Background: an optimization exercise with open tools, aiming at small area, a short achievable clock period and few clock cycles. Do not read the settings as production practice.
Only simulation tests tie the RTL to the original design; equivalence was not proved.
Power is estimated from default activity; no workload was simulated.

==> flow/design.v (outline; a module is shown in full before it is edited, if it fits) <==
// module dphy_tc: 1335 lines
module dphy_tc (
    input  wire        clk,
    input  wire        rst,           
    input  wire        cmd_valid,
    output wire        cmd_ready,
    input  wire [31:0] cmd_data,
    output reg  [31:0] result,
    output reg         mmio_valid,
    output wire [15:0] mmio_addr,
    output reg  [31:0] mmio_data,
    output reg         rpt_valid,
    output wire [31:0] rpt_raw,
    output wire [31:0] rpt_rounded
);
  // ...
==> flow/flow/run.sh <==
#!/bin/bash
# Own layout flow: the standard flow (standard.sh runs the unchanged ORFS scripts from
# synthesis to the final layout), with two make settings added on its command line:
set -euo pipefail
bash standard.sh finish SETUP_SLACK_MARGIN=6.0 \
    "BUFFER_PORTS_ARGS=-buffer_cell sky130_fd_sc_hd__buf_2" > standard_flow.log 2>&1
==> flow/standard.sh <==
#!/bin/bash
# synth_recipe.tcl (not shown) runs the flow's synth.tcl, then flattens the netlist and writes it again
# the make line also repeats each setting of config.mk as NAME=value (left out here)
make -C /OpenROAD-flow-scripts/flow DESIGN_CONFIG=/design/flow/config.mk WORK_HOME=/design/flow/orfs CLKGATE_MAP_FILE= SYNTH_SCRIPT=/design/flow/synth_recipe.tcl "${@:-finish}"
==> flow/config.mk <==
export PLATFORM = sky130hd
export DESIGN_NAME = dphy_tc
export DESIGN_NICKNAME = dphy_tc
export VERILOG_FILES = /design/flow/design.v
export SDC_FILE = /design/flow/constraint.sdc
export NUM_CORES = 4
export LEC_CHECK = 0
export ABC_AREA = 1
export CAP_MARGIN = 20
export CORE_MARGIN = 2
export CORE_UTILIZATION = 40
export CTS_BUF_LIST = sky130_fd_sc_hd__clkbuf_8
export PLACE_DENSITY = 0.6
export SLEW_MARGIN = 20
==> flow/constraint.sdc <==
create_clock -name core_clock -period 10.0 [get_ports {clk}]
set_input_delay 2.0000 -clock core_clock [delete_from_list [all_inputs] [get_ports {clk}]]
set_output_delay 2.0000 -clock core_clock [all_outputs]
set_load 0.01 [all_outputs]
==> results.yml, run 1 <==
pwr:
  design_power_total_uw: 3850
  peakVddDrop_mv: 0.0927
sta:
  post-route-min-period_ns: 4.05
  fin_crit_sh: 0.405
  tightest_pin_transition_ns: 1.11
  setup_tns_ns: 0
global_route:
  grt_busiest_layer: "met2"
  number_of_antenna_violations_at_the_first_check_in_global_routing: 6
cells_and_area:
  final_core_utilization: 0.460
  nNonClkBuffers: 245
  nNetsFinal: 3554
  final-instance-count-excl-fill: 4359
  n_sequential_cell: 447
  fillerInstances: 6543
route:
  dr_vias: 25268
  drt_iter0_markers: 3532
die:
  die_h_um: 258
logic_synthesis:
  syn-instance-count: 3254
  synth_area_per_cell_um2: 7.92
  synthMostInstantiatedCell: "sky130_fd_sc_hd__nand2_1"
run_status:
  outcome: "complete, no violations"
setup_path:
  worst_setup_path_start_kind: "input port"
  timing.critical_path.required_ns: 10.55
  reg2reg_depth: 15
hold_path:
  hold_path.class: "reg2reg"
place:
  post-place-cells: 4150
Testbench counts, summed over its fixed seeds: cycles 3,182.
==> run 2: changes to the inputs <==
--- a/flow/design.v
+++ b/flow/design.v
@@ -1167,53 +1167,64 @@
     wire [8:0]  t1 = pb[25:17];
     wire [8:0]  t2 = pb[34:26];
     wire [11:0] ddr = clamp ? 12'd3996 : {rnd_calc[11:2], 2'b00};
     wire [9:0]  sum9  = c6 + c7 + c8 + 10'd2;
     wire [10:0] sum10 = {c8, 2'b00} + c4 + c5 + 11'd2;
     wire [9:0]  c9    = s9_en  ? {2'd0, s9_val}  : sum9;
     wire [10:0] c10   = s10_en ? {3'd0, s10_val} : sum10;
     wire        ovf   = c5[8] || (c9 > 10'd255) || (c10 > 11'd255);
-    reg [31:0] rd_mux;
+    wire [31:0] rd_src [0:28];
+    assign rd_src[5'h00] = {26'd0, plan_pclk};
+    assign rd_src[5'h01] = {16'd0, plan_raw};
+    assign rd_src[5'h02] = {20'd0, ddr};
+    assign rd_src[5'h03] = {24'd0, c0};
+    assign rd_src[5'h04] = {24'd0, c1};
+    assign rd_src[5'h05] = {24'd0, c2};
+    assign rd_src[5'h06] = {24'd0, c3};
+    assign rd_src[5'h07] = {24'd0, c4};
+    assign rd_src[5'h08] = {23'd0, c5};
+    assign rd_src[5'h09] = {24'd0, c6};
+    assign rd_src[5'h0A] = {24'd0, c7};
+    assign rd_src[5'h0B] = {24'd0, c8};
+    assign rd_src[5'h0C] = {22'd0, c9};
+    assign rd_src[5'h0D] = {21'd0, c10};
+    assign rd_src[5'h0E] = img0;
+    assign rd_src[5'h0F] = img1;
+    assign rd_src[5'h10] = {24'd0, img2};
+    assign rd_src[5'h11] = {16'd0, img3};
+    assign rd_src[5'h12] = stg;
+    assign rd_src[5'h13] = {23'd0, bp};
+    assign rd_src[5'h14] = {23'd0, t0};
+    assign rd_src[5'h15] = {23'd0, t1};
+    assign rd_src[5'h16] = {23'd0, t2};
+    assign rd_src[5'h17] = 32'd130;
+    assign rd_src[5'h18] = 32'd60;
+    assign rd_src[5'h19] = 32'd270;
+    assign rd_src[5'h1A] = 32'd90;
+    assign rd_src[5'h1B] = 32'd130;
+    assign rd_src[5'h1C] = {21'd0, ovr_en};
+    wire [28:0] rd_hit;
+    reg  [31:0] rd_value;
+    integer k;
+    generate
+        for (g = 0; g < 29; g = g + 1) begin : g_rd
+            if (g >= 5'h0E && g <= 5'h11)
+                assign rd_hit[g] = (sel[4:0] == g) && img_any;
+            else if (g == 5'h12 || g == 5'h1C)
+                assign rd_hit[g] = (sel[4:0] == g);
+            else
+                assign rd_hit[g] = (sel[4:0] == g) && plan_valid;
+        end
+    endgenerate
     always @(*) begin
-        case (sel[4:0])
-            5'h00: rd_mux = {26'd0, plan_pclk};
-            5'h01: rd_mux = {16'd0, plan_raw};
-            5'h02: rd_mux = {20'd0, ddr};
-            5'h03: rd_mux = {24'd0, c0};
-            5'h04: rd_mux = {24'd0, c1};
-            5'h05: rd_mux = {24'd0, c2};
-            5'h06: rd_mux = {24'd0, c3};
-            5'h07: rd_mux = {24'd0, c4};
-            5'h08: rd_mux = {23'd0, c5};
-            5'h09: rd_mux = {24'd0, c6};
-            5'h0A: rd_mux = {24'd0, c7};
-            5'h0B: rd_mux = {24'd0, c8};
-            5'h0C: rd_mux = {22'd0, c9};
-            5'h0D: rd_mux = {21'd0, c10};
-            5'h0E: rd_mux = img0;
-            5'h0F: rd_mux = img1;
-            5'h10: rd_mux = {24'd0, img2};
-            5'h11: rd_mux = {16'd0, img3};
-            5'h12: rd_mux = stg;
-            5'h13: rd_mux = {23'd0, bp};
-            5'h14: rd_mux = {23'd0, t0};
-            5'h15: rd_mux = {23'd0, t1};
-            5'h16: rd_mux = {23'd0, t2};
-            5'h17: rd_mux = 32'd130;
-            5'h18: rd_mux = 32'd60;
-            5'h19: rd_mux = 32'd270;
-            5'h1A: rd_mux = 32'd90;
-            5'h1B: rd_mux = 32'd130;
-            default: rd_mux = {21'd0, ovr_en};
-        endcase
+        rd_value = 32'd0;
+        for (k = 0; k < 29; k = k + 1)
+            rd_value = rd_value | ({32{rd_hit[k]}} & rd_src[k]);
     end
-    wire rd_plan = (sel[4:0] <= 5'h0D) || ((sel[4:0] >= 5'h13) && (sel[4:0] <= 5'h1B));
-    wire rd_img  = (sel[4:1] == 4'b0111) || (sel[4:1] == 4'b1000);
-    wire [31:0] rd_value = ((rd_plan && !plan_valid) || (rd_img && !img_any)) ? 32'd0 : rd_mux;
     wire [31:0] status_word = {20'd0, plan_ovr_used, img_valid, plan_valid, mode_valid, status};
     wire [7:0] st_set = {wrstg_ok ? 1'b0 : do_wrstg,
                          pack_ok && ovf,
                          do_write && !img_valid,
                          do_pack && !plan_valid,
                          (do_compute && mode_valid && mode_big) || (do_calc && imm0),
                          do_compute && !mode_valid,
                          accept && !legal,
==> flow/flow/run.sh (replaced) <==
#!/bin/bash
# Own layout flow: the standard flow (standard.sh runs the unchanged ORFS scripts from
# synthesis to the final layout), with two make settings added on its command line:
set -euo pipefail
bash standard.sh finish SETUP_SLACK_MARGIN=6.25 \
    "BUFFER_PORTS_ARGS=-buffer_cell sky130_fd_sc_hd__buf_2" > standard_flow.log 2>&1
==> results.yml, run 2 <==
run_status:
  outcome: "complete, no violations"
global_route:
  first_global_vias: 22567
  gr-usage-all-layers: 0.320
  grt.overflow.total: 0
  number_of_antenna_violations_at_the_first_check_in_global_routing: 7
  grt_first_pass_wirelength_mm: 156
  pin_count_of_the_biggest_net_entering_global_routing: 47
route:
  avgViaCountPerCell: 5.78
  dr_vias: 24768
  finalWirelength_mm: 109
  drcViolationCount: 0
  wire_per_inst_um: 25.5
  detailedRoute.firstPassIterationCount: 7
  drtAntennaViolNets: 0
  drt_iter0_markers: 3479
logic_synthesis:
  synth_area_per_cell_um2: 8.16
  top_cell_type_s_share_of_synthesized_area: 0.358
  synth.distinct_cells: 79
  synth_ff_type: "sky130_fd_sc_hd__edfxtp_1"
  synthMostInstantiatedCell: "sky130_fd_sc_hd__nand2_1"
  largest_area_contributor_in_the_synthesized_netlist: "sky130_fd_sc_hd__edfxtp_1"
  ys_seq_area_frac: 0.467
  post_syn_area_um2: 25800
  syn-instance-count: 3156
  synth_top_cells_by_area: "sky130_fd_sc_hd__edfxtp_1 (36%), sky130_fd_sc_hd__nand2_1 (12%), sky130_fd_sc_hd__dfxtp_1 (11%)"
  post_synth_most_frequent_cells: "sky130_fd_sc_hd__nand2_1 (790), sky130_fd_sc_hd__nor2_1 (314), sky130_fd_sc_hd__edfxtp_1 (307)"
  synth_enable_flop_cells: 307
  yosysWarnings: 1
  yosys_register_bits: 447
  synth_async_sr_flop_share: 0
cells_and_area:
  nNetsFinal: 3478
  postLayoutCellArea_um2: 30100
  mostFrequentLayoutCells: "sky130_fd_sc_hd__nand2_1 (767), sky130_fd_sc_hd__edfxtp_1 (307), sky130_fd_sc_hd__inv_1 (302)"
  areaGrowthSynthToFinish_pct: 16.8
  final_core_utilization: 0.470
  post_route_cells_drive_above_1_share: 0.172
  area.sequential_um2: 12000
  fillerInstances: 6361
  layout.cells.most_common: "sky130_fd_sc_hd__nand2_1"
  multiInputGateArea_um2: 12300
sta:
  setup_tns_ns: 0
  finalClockSkew_ns: 0.0472
  post-route-min-period_ns: 3.84
  tightest_pin_transition_ns: 0.995
  finalHoldViolations: 0
  slew_violations: 0
  postLayoutSetupSlackWorst_ns: 6.16
  fmaxAchievable_mhz: 261
  timing.final.setup_violations: 0
  worst_hold_slack_across_all_endpoints_ns: 0.413
  max_slew_margin_vs_limit: 0.330
  fin_crit_sh: 0.384
  rsz0062_at_grt: "true"
setup_path:
  cp_top_family: "simple AND/OR/NAND/NOR gates"
  path_max_fanout: 18
  arrival_time_at_the_worst_endpoint_ns: 4.47
  cpMaxStageDelayCell: "sky130_fd_sc_hd__nor4_2"
  timing.critical_path.buf_inv: 4
  criticalPathCategory: "in2reg"
  timing.critical_path.to_type: "flip-flop"
  critical_path.cell_chain: "buf_2 > inv_1 > nor2_1 > inv_1 > nor4_2 > nand3_2 > inv_4 > a21oi_1 > o21ai_1 > nand2_1 > nand2_1"
  largest_incremental_delay_on_the_critical_path_ns: 0.41
  timing.critical_path.required_ns: 10.63
  timing.rr.start: "c8[0]"
  worst_setup_path_start_kind: "input port"
  worstSetupStartpoint: "cmd_data[25]"
die:
  row_count: 93
  die_h_um: 258
  starting_density_of_the_core: 0.402
  fp.dieArea_um2: 66400
  die_width_um: 258
  fp.coreArea_um2: 64000
  count_of_pins_on_the_block_boundary: 182
job:
  cap_violations: 0
pwr:
  pwr_density_cell_nw_per_um2: 128
  peakVddDrop_mv: 0.0742
  cellLeakagePower_uw: 0.0125
clock_tree:
  ctsRootBufferMaster: "sky130_fd_sc_hd__clkbuf_8"
  clock_slew_at_reported_path_ffs_ns: 0.06
  htreeDepth: 3
  cts-buffers-inserted: 77
  cts_sinks: 447
  max-clock-path-buffers: 3
  tritoncts: "done"
  clkLatencyLatePin_ns: 0.70
  cts.hold.buffers_added: 0
hold_path:
  hold_path.class: "reg2reg"
  hold_start: "ov10[2]"
place:
  dp_worst_setup_slack_ns: 4.42
  post-dp-hpwl_mm: 81.4
  place.gp.congestion: 1.07
  placed_cell_area_um2: 27100
  number_of_buffers_inserted_by_port_buffering: 148
-- run 2: changes by cell type in the layout (fill, tap and decap cells not counted), sizes merged, moves of 32 or more --
cell    delta
inv       -57
a21oi     -48
a211oi    +45
nand2     -36
o21ai     -34
nor2      +32
-- run 2: worst register-to-register path, stage by stage, from the launching register on --
cell                       delay [ns]
sky130_fd_sc_hd__edfxtp_1        0.57
sky130_fd_sc_hd__fa_1            0.50
sky130_fd_sc_hd__fa_1            0.46
sky130_fd_sc_hd__nand3_1         0.09
sky130_fd_sc_hd__nand3_1         0.12
sky130_fd_sc_hd__nand2_1         0.08
sky130_fd_sc_hd__nand2_1         0.05
sky130_fd_sc_hd__a21oi_1         0.20
sky130_fd_sc_hd__inv_1           0.07
sky130_fd_sc_hd__a21oi_1         0.12
sky130_fd_sc_hd__o21ai_0         0.11
sky130_fd_sc_hd__o21ai_0         0.60
sky130_fd_sc_hd__nand3_1         0.18
sky130_fd_sc_hd__o21ai_0         0.25
sky130_fd_sc_hd__a21oi_1         0.09
-- run 2: power by group --
group	switching, uW	internal, uW
clock	788	822
sequential	12.6	1980
combinational	163	75.2
total	963	2880
-- run 2: final cells by class --
type	instances	area share
multi-input combinational	2240	0.408
sequential	447	0.400
timing repair buffer	259	0.0615
inverter	344	0.0467
clock buffer	83	0.0380
tap	855	0.0356
clock inverter	53	0.0102
antenna	4	0.000333
timing repair inverter	1	0.000166
-- run 2: logic make-up (layout without fill, tap and decap cells) --
kind of cell | count (synthesis) | in the layout | synth area share
buffers and inverters | 506 | 740 | 0.0857
adder cells (fa/ha/maj) | 73 | 73 | 0.0398
XOR/XNOR | 13 | 13 | 0.00442
AND/OR/NAND/NOR | 1471 | 1476 | 0.246
AO/OA/AOI/OAI | 644 | 644 | 0.157
other | 1 | 37 | 0.000146
flip-flops | 447 | 447 | 0.467
multiplexers | 1 | 1 | 0.000389
-- run 2: path summary, 6_finish.rpt --
path | endpoint | depth (start not counted) | slack [ns]
worst max-delay path | mmio_data[12] | 11 | 6.16
worst min register to register | s10_val[2] | 0 | 0.41
worst max register to register | status[6] | 14 | 6.36
worst min-delay path | s10_val[2] | 0 | 0.41
-- run 2: layer usage --
layer / wire length [um] / share of wire / GRT usage / vias to the layer above
met5: 44 / 0.00040 / 0 / -
met4: 4340 / 0.040 / 0.120 / 6
met3: 12100 / 0.11 / 0.0694 / 259
met2: 47400 / 0.43 / 0.477 / 1526
met1: 45500 / 0.42 / 0.454 / 11744
li1: - / - / - / 11233
-- run 2: timing repair --
item / in CTS / in global routing
endpoints found under the setup margin: 518 / 405
gates cloned: 7 / 2
pin swaps: 15 / 12
resized for setup: 73 / 90
setup buffers: 31 / 54
-- run 2: through the flow --
stage | cells | total power, uW
final | 4286 | 3840
after global routing | 4285 | 3960
after CTS | 4226 | 3850
after detailed placement | 4052 | 2260
after global placement | 4052 | 2260
after floorplan | 3188 | 2190
Testbench counts of run 2, summed over its fixed seeds: cycles 3,182.
==> run 3: changes to the inputs <==
==> flow/flow/run.sh (replaced) <==
#!/bin/bash
# Own layout flow: the standard flow (standard.sh runs the unchanged ORFS scripts from
# synthesis to the final layout), with two make settings added on its command line:
set -euo pipefail
bash standard.sh finish SETUP_SLACK_MARGIN=6.5 \
    "BUFFER_PORTS_ARGS=-buffer_cell sky130_fd_sc_hd__buf_2" > standard_flow.log 2>&1
==> results.yml, run 3 <==
run_status:
  outcome: "complete, no violations"
logic_synthesis:
  synthMostInstantiatedCell: "sky130_fd_sc_hd__nand2_1"
  top_cell_type_s_share_of_synthesized_area: 0.358
  post_synth_most_frequent_cells: "sky130_fd_sc_hd__nand2_1 (790), sky130_fd_sc_hd__nor2_1 (314), sky130_fd_sc_hd__edfxtp_1 (307)"
  post_syn_area_um2: 25800
  yosysWarnings: 1
  synth_ff_type: "sky130_fd_sc_hd__edfxtp_1"
  ys_seq_area_frac: 0.467
  yosys_register_bits: 447
  largest_area_contributor_in_the_synthesized_netlist: "sky130_fd_sc_hd__edfxtp_1"
  syn-instance-count: 3156
  synth_top_cells_by_area: "sky130_fd_sc_hd__edfxtp_1 (36%), sky130_fd_sc_hd__nand2_1 (12%), sky130_fd_sc_hd__dfxtp_1 (11%)"
  synth_area_per_cell_um2: 8.16
  synth_enable_flop_cells: 307
  synth.distinct_cells: 79
  synth_async_sr_flop_share: 0
clock_tree:
  ctsRootBufferMaster: "sky130_fd_sc_hd__clkbuf_8"
  tritoncts: "done"
  clock_slew_at_reported_path_ffs_ns: 0.06
  clkLatencyLatePin_ns: 0.71
  cts_sinks: 447
  max-clock-path-buffers: 3
  cts.hold.buffers_added: 0
  cts-buffers-inserted: 77
  htreeDepth: 3
setup_path:
  critical_path.cell_chain: "buf_12 > nor2_4 > buf_6"
  largest_incremental_delay_on_the_critical_path_ns: 0.35
  worst-r2r-setup-slack_ns: 6.64
  cpMaxStageDelayCell: "sky130_fd_sc_hd__dfxtp_4"
  cp_top_family: "flip-flops"
  arrival_time_at_the_worst_endpoint_ns: 1.52
  timing.critical_path.buf_inv: 2
  criticalPathCategory: "reg2out"
  timing.critical_path.to_type: "output pin"
  worst_setup_path_start_kind: "flip-flop"
  timing.critical_path.required_ns: 8.00
  path_max_fanout: 2
route:
  detailedRoute.firstPassIterationCount: 8
  drt_iter0_markers: 3460
  drtAntennaViolNets: 0
  finalWirelength_mm: 112
  drcViolationCount: 0
  avgViaCountPerCell: 5.81
  wire_per_inst_um: 25.5
  dr_vias: 25511
pwr:
  pwr_density_cell_nw_per_um2: 124
  cellLeakagePower_uw: 0.0133
  peakVddDrop_mv: 0.104
die:
  row_count: 93
  fp.coreArea_um2: 64000
  die_width_um: 258
  starting_density_of_the_core: 0.402
  count_of_pins_on_the_block_boundary: 182
  die_h_um: 258
  fp.dieArea_um2: 66400
sta:
  tightest_pin_transition_ns: 0.990
  rsz0062_at_grt: "true"
  fin_crit_sh: 0.352
  fmaxAchievable_mhz: 284
  post-route-min-period_ns: 3.52
  finalHoldViolations: 0
  slew_violations: 0
  finalClockSkew_ns: 0.0596
  setup_tns_ns: 0
  timing.final.setup_violations: 0
  max_slew_margin_vs_limit: 0.334
cells_and_area:
  layout.cells.most_common: "sky130_fd_sc_hd__nand2_1"
  areaGrowthSynthToFinish_pct: 23.3
  multiInputGateArea_um2: 12800
  final_core_utilization: 0.496
  fillerInstances: 6231
  nNetsFinal: 3572
  post_route_cells_drive_above_1_share: 0.220
  area.sequential_um2: 12000
  final-instance-count-excl-fill: 4389
  mostFrequentLayoutCells: "sky130_fd_sc_hd__nand2_1 (751), sky130_fd_sc_hd__edfxtp_1 (307), sky130_fd_sc_hd__inv_1 (289)"
global_route:
  first_global_vias: 23294
  gr-usage-all-layers: 0.327
  routing_usage_on_met3: 0.0862
  grt.overflow.total: 0
  globalRouteMet1Util: 0.446
  use_met2: 0.484
  number_of_antenna_violations_at_the_first_check_in_global_routing: 11
  grt_busiest_layer: "met2"
  grt_first_pass_wirelength_mm: 159
  pin_count_of_the_biggest_net_entering_global_routing: 40
hold_path:
  hold_path.class: "reg2reg"
place:
  post-dp-hpwl_mm: 81.6
  post-place-cells: 4054
  number_of_buffers_inserted_by_port_buffering: 148
  place.gp.congestion: 1.06
job:
  cap_violations: 0
==> run 3: cell counts after synthesis <==
Identical to the previous run, type by type.
==> run 3: final timing paths <==
kind,startpoint,end,depth (start not counted)
setup / recovery,busy,cmd_ready,3
hold / removal,ov10[2],s10_val[2],0
hold reg to reg,ov10[2],s10_val[2],0
setup reg to reg,plan_raw[12],c2[2],18
==> run 3: area by class of cell <==
class,instances,share of cell area
multi-input cells,2242,0.402
flip-flops and latches,447,0.379
repair buffers,349,0.0894
inverters,344,0.0463
clock buffers,85,0.0368
well taps,855,0.0337
clock inverters,59,0.0121
repair inverters,3,0.000512
diodes,5,0.000394
==> run 3: cell families after synthesis <==
| logic type | Yosys count | share of synthesized area |
|---|---|---|
| compound gates | 644 | 0.157 |
| xor+xnor | 13 | 0.00442 |
| fa+ha+maj | 73 | 0.0398 |
| buf+inv | 506 | 0.0857 |
| flops | 447 | 0.467 |
| mux | 1 | 0.000389 |
| other cells | 1 | 0.000146 |
| simple gates | 1471 | 0.246 |
==> run 3: timing repair <==
item / 4_1_cts / 5_1_grt
gates resized for setup: 143 / 198
setup endpoints to repair: 530 / 433
buffers inserted: 87 / 84
pin swaps: 33 / 54
hold endpoints to repair: 0 / 0
cloned: 12 / 3
==> run 3: metrics by stage <==
stage                     hold WS (ns)  area, um^2  total power (uW)  setup WS [ns]
final                            0.369       31800              3950           6.48
after global routing             0.406       31800              4060           6.44
after CTS                        0.377       30400              3930           6.32
after detailed placement         0.405       27200              2270           4.37
after global placement           0.401       27200              2260           4.45
after floorplan                  0.400       26200              2190           5.14
==> run 3: power breakdown <==
part	switching (uW)	internal, uW
registers	16.6	1980
clock network	813	874
logic	172	88.4
==> run 3: per-layer routing <==
layer | routed length (um) | vias up
met5 | 60 | -
met4 | 5840 | 10
met3 | 13500 | 311
met2 | 47800 | 1709
met1 | 44700 | 12044
li1 | - | 11437
==> run 3: worst register-to-register path: stages, from the launching register on <==
cell	delay, ns
sky130_fd_sc_hd__edfxtp_1	0.47
sky130_fd_sc_hd__inv_2	0.17
sky130_fd_sc_hd__ha_4	0.21
sky130_fd_sc_hd__nand2_4	0.12
sky130_fd_sc_hd__inv_6	0.14
sky130_fd_sc_hd__nand2_8	0.15
sky130_fd_sc_hd__inv_8	0.14
sky130_fd_sc_hd__nand2_1	0.08
sky130_fd_sc_hd__o21ai_2	0.09
sky130_fd_sc_hd__buf_12	0.20
sky130_fd_sc_hd__inv_4	0.15
sky130_fd_sc_hd__nand3_2	0.15
sky130_fd_sc_hd__inv_2	0.05
sky130_fd_sc_hd__nand2_1	0.18
sky130_fd_sc_hd__nand2_1	0.12
sky130_fd_sc_hd__inv_1	0.12
sky130_fd_sc_hd__nand2_1	0.08
sky130_fd_sc_hd__a21oi_1	0.25
sky130_fd_sc_hd__o21ai_1	0.19
==> run 4: changes to the inputs <==
==> flow/flow/run.sh (replaced) <==
#!/bin/bash
# Own layout flow: the standard flow (standard.sh runs the unchanged ORFS scripts from
# synthesis to the final layout), with two make settings added on its command line:
set -euo pipefail
bash standard.sh finish SETUP_SLACK_MARGIN=6.75 \
    "BUFFER_PORTS_ARGS=-buffer_cell sky130_fd_sc_hd__buf_2" > standard_flow.log 2>&1
==> results.yml, run 4 <==
place:
  number_of_buffers_inserted_by_port_buffering: 148
  placed_cell_area_um2: 27300
  place.gp.congestion: 1.04
  post-dp-hpwl_mm: 83.3
sta:
  timing.final.setup_violations: 0
  fin_crit_sh: 0.365
  tightest_pin_transition_ns: 1.14
  post-route-min-period_ns: 3.65
  slew_violations: 0
  max_slew_margin_vs_limit: 0.234
  rsz0062_at_grt: "true"
  fmaxAchievable_mhz: 274
  worst_hold_slack_across_all_endpoints_ns: 0.418
  setup_tns_ns: 0
  finalHoldViolations: 0
  finalClockSkew_ns: 0.0441
die:
  fp.coreArea_um2: 64000
  fp.dieArea_um2: 66400
  starting_density_of_the_core: 0.402
  die_h_um: 258
  row_count: 93
  count_of_pins_on_the_block_boundary: 182
  die_width_um: 258
route:
  dr_vias: 27163
  drcViolationCount: 0
  detailedRoute.firstPassIterationCount: 6
  finalWirelength_mm: 123
  drtAntennaViolNets: 0
  drt_iter0_markers: 3798
  avgViaCountPerCell: 5.95
  wire_per_inst_um: 26.9
pwr:
  peakVddDrop_mv: 0.0816
  pwr_density_cell_nw_per_um2: 111
  cellLeakagePower_uw: 0.0149
  design_power_total_uw: 3990
clock_tree:
  cts_sinks: 447
  tritoncts: "done"
  clkLatencyLatePin_ns: 0.70
  cts.hold.buffers_added: 0
  clock_slew_at_reported_path_ffs_ns: 0.06
  ctsRootBufferMaster: "sky130_fd_sc_hd__clkbuf_8"
  max-clock-path-buffers: 3
  htreeDepth: 3
  cts-buffers-inserted: 76
logic_synthesis:
  synth_enable_flop_cells: 307
  synthMostInstantiatedCell: "sky130_fd_sc_hd__nand2_1"
  yosys_register_bits: 447
  synth_ff_type: "sky130_fd_sc_hd__edfxtp_1"
  synth_area_per_cell_um2: 8.16
  post_syn_area_um2: 25800
  post_synth_most_frequent_cells: "sky130_fd_sc_hd__nand2_1 (790), sky130_fd_sc_hd__nor2_1 (314), sky130_fd_sc_hd__edfxtp_1 (307)"
  ys_seq_area_frac: 0.467
  synth.distinct_cells: 79
  yosysWarnings: 1
  top_cell_type_s_share_of_synthesized_area: 0.358
  largest_area_contributor_in_the_synthesized_netlist: "sky130_fd_sc_hd__edfxtp_1"
  synth_top_cells_by_area: "sky130_fd_sc_hd__edfxtp_1 (36%), sky130_fd_sc_hd__nand2_1 (12%), sky130_fd_sc_hd__dfxtp_1 (11%)"
  syn-instance-count: 3156
  synth_async_sr_flop_share: 0
global_route:
  gr-usage-all-layers: 0.348
  number_of_antenna_violations_at_the_first_check_in_global_routing: 11
  grt.overflow.total: 0
  pin_count_of_the_biggest_net_entering_global_routing: 33
  grt_first_pass_wirelength_mm: 169
  first_global_vias: 24570
setup_path:
  timing.critical_path.required_ns: 10.51
  r2r-end: "result[9]"
  arrival_time_at_the_worst_endpoint_ns: 4.17
  worst-r2r-setup-slack_ns: 6.67
  timing.rr.start: "plan_raw[0]"
  timing.critical_path.to_type: "flip-flop"
  endpoint: "ovr_en[1]"
  reg2reg_depth: 18
  criticalPathCategory: "in2reg"
  path_max_fanout: 7
  worstSetupStartpoint: "cmd_data[15]"
  worst_setup_path_start_kind: "input port"
cells_and_area:
  areaGrowthSynthToFinish_pct: 39.2
  multiInputGateArea_um2: 14400
  layout.cells.most_common: "sky130_fd_sc_hd__nand2_1"
  nNetsFinal: 3751
  fillerInstances: 5697
  postLayoutCellArea_um2: 35800
  post_route_cells_drive_above_1_share: 0.314
  area.sequential_um2: 12000
  mostFrequentLayoutCells: "sky130_fd_sc_hd__nand2_1 (724), sky130_fd_sc_hd__edfxtp_1 (307), sky130_fd_sc_hd__inv_1 (278)"
hold_path:
  hold_path.class: "reg2reg"
run_status:
  outcome: "complete, no violations"
job:
  cap_violations: 0
## run 4: final cells by class
class                      instances  area share
timing repair inverter             7     0.00269
sequential                       447       0.336
clock inverter                    52     0.00890
timing repair buffer             509       0.143
tap                              855      0.0299
clock buffer                      89      0.0342
inverter                         344      0.0439
antenna                            3    0.000209
multi-input combinational       2258       0.402
## run 4: worst min path at each step
stage                 start    endpoint  slack, ns  depth (start not counted)
floorplan           ov10[0]  s10_val[0]       0.40                          0
global placement    ov10[7]  s10_val[7]       0.40                          0
detailed placement  ov10[2]  s10_val[2]       0.40                          0
CTS                 ov10[6]  s10_val[6]       0.42                          0
global route        ov10[0]  s10_val[0]       0.42                          0
finish               ov9[4]   s9_val[4]       0.42                          0
## run 4: kinds of logic (layout without fill, tap and decap cells)
group / after synthesis / count (layout) / share of synthesized area
AND/OR/NAND/NOR: 1471 / 1494 / 0.246
AO/OA/AOI/OAI: 644 / 644 / 0.157
buffers and inverters: 506 / 1001 / 0.0857
flip-flops: 447 / 447 / 0.467
adder cells (fa/ha/maj): 73 / 73 / 0.0398
other: 1 / 36 / 0.000146
multiplexers: 1 / 1 / 0.000389
XOR/XNOR: 13 / 13 / 0.00442
## run 4: metal layers
metal / vias to the layer above / track usage / wire (um)
met5: - / 0 / 54
met4: 8 / 0.180 / 7570
met3: 440 / 0.0709 / 14000
met2: 1908 / 0.520 / 52900
met1: 12975 / 0.476 / 48400
li1: 11832 / - / -
## run 4: critical path, cell delays in order
cell	delay [ns]
sky130_fd_sc_hd__buf_6	0.10
sky130_fd_sc_hd__inv_2	0.05
sky130_fd_sc_hd__nand4_1	0.13
sky130_fd_sc_hd__buf_6	0.17
sky130_fd_sc_hd__nor4_4	0.12
sky130_fd_sc_hd__buf_4	0.17
sky130_fd_sc_hd__buf_6	0.10
sky130_fd_sc_hd__nand3_4	0.09
sky130_fd_sc_hd__buf_6	0.16
sky130_fd_sc_hd__buf_6	0.12
sky130_fd_sc_hd__nor3_4	0.29
sky130_fd_sc_hd__nand3_4	0.25
sky130_fd_sc_hd__buf_6	0.21
sky130_fd_sc_hd__a21oi_2	0.14
sky130_fd_sc_hd__nor3_2	0.07
## run 4: metrics by stage
step	setup WS [ns]	std cells	utilization
floorplan	5.14	3188	-
global placement	4.41	4054	0.426
detailed placement	4.34	4054	0.426
CTS	6.43	4444	0.518
global route	6.27	4564	0.560
finish	6.35	4564	0.560
## run 4: what timing repair did
item,4_1_cts,5_1_grt
pin swaps,79,169
gates cloned,35,16
setup endpoints to repair,555,511
gates resized for setup,431,391
setup buffers,214,101
hold endpoints to repair,0,0
## run 4: power breakdown
| group | internal [uW] | switching [uW] | leakage, uW |
|---|---|---|---|
| Combinational | 112 | 185 | 0.00999 |
| Clock | 875 | 825 | 0.000888 |
| Sequential | 1980 | 13.5 | 0.00398 |

[static timing again, ports no longer ideal]
No port has a modelled driver above. Below, the same layouts with a new extraction and two added sets of constraints. Step 1 sets driving cells, clkbuf_16 on the clock port and buf_2 on the other inputs (assumed; they add their load-dependent delay and slew). Step 2 times the ports against the registers' clock, not the clock port: input delays grow and output delays shrink by t, the midpoint of the rising clock arrivals with the driver on. Three values: no drivers, after step 1, after step 2; two values: the first two.
run | t (ns) | setup slack, ns | hold WS [ns] | clock arrival spread, ns
run 1 | 0.738 | 5.950 / 5.961 / 5.223 | 0.414 / 0.414 / 0.414 | 0.028 / 0.028
run 2 | 0.740 | 6.165 / 6.156 / 5.415 | 0.413 / 0.413 / 0.413 | 0.048 / 0.049
run 3 | 0.740 | 6.480 / 6.420 / 5.759 | 0.369 / 0.369 / 0.369 | 0.062 / 0.061
run 4 | 0.747 | 6.346 / 6.376 / 5.629 | 0.418 / 0.418 / 0.418 | 0.047 / 0.046
After both steps every run listed still meets setup and hold. For run 2, which loses most, drivers alone change the setup slack by -0.009 ns; drivers and shift together by -0.750 ns.
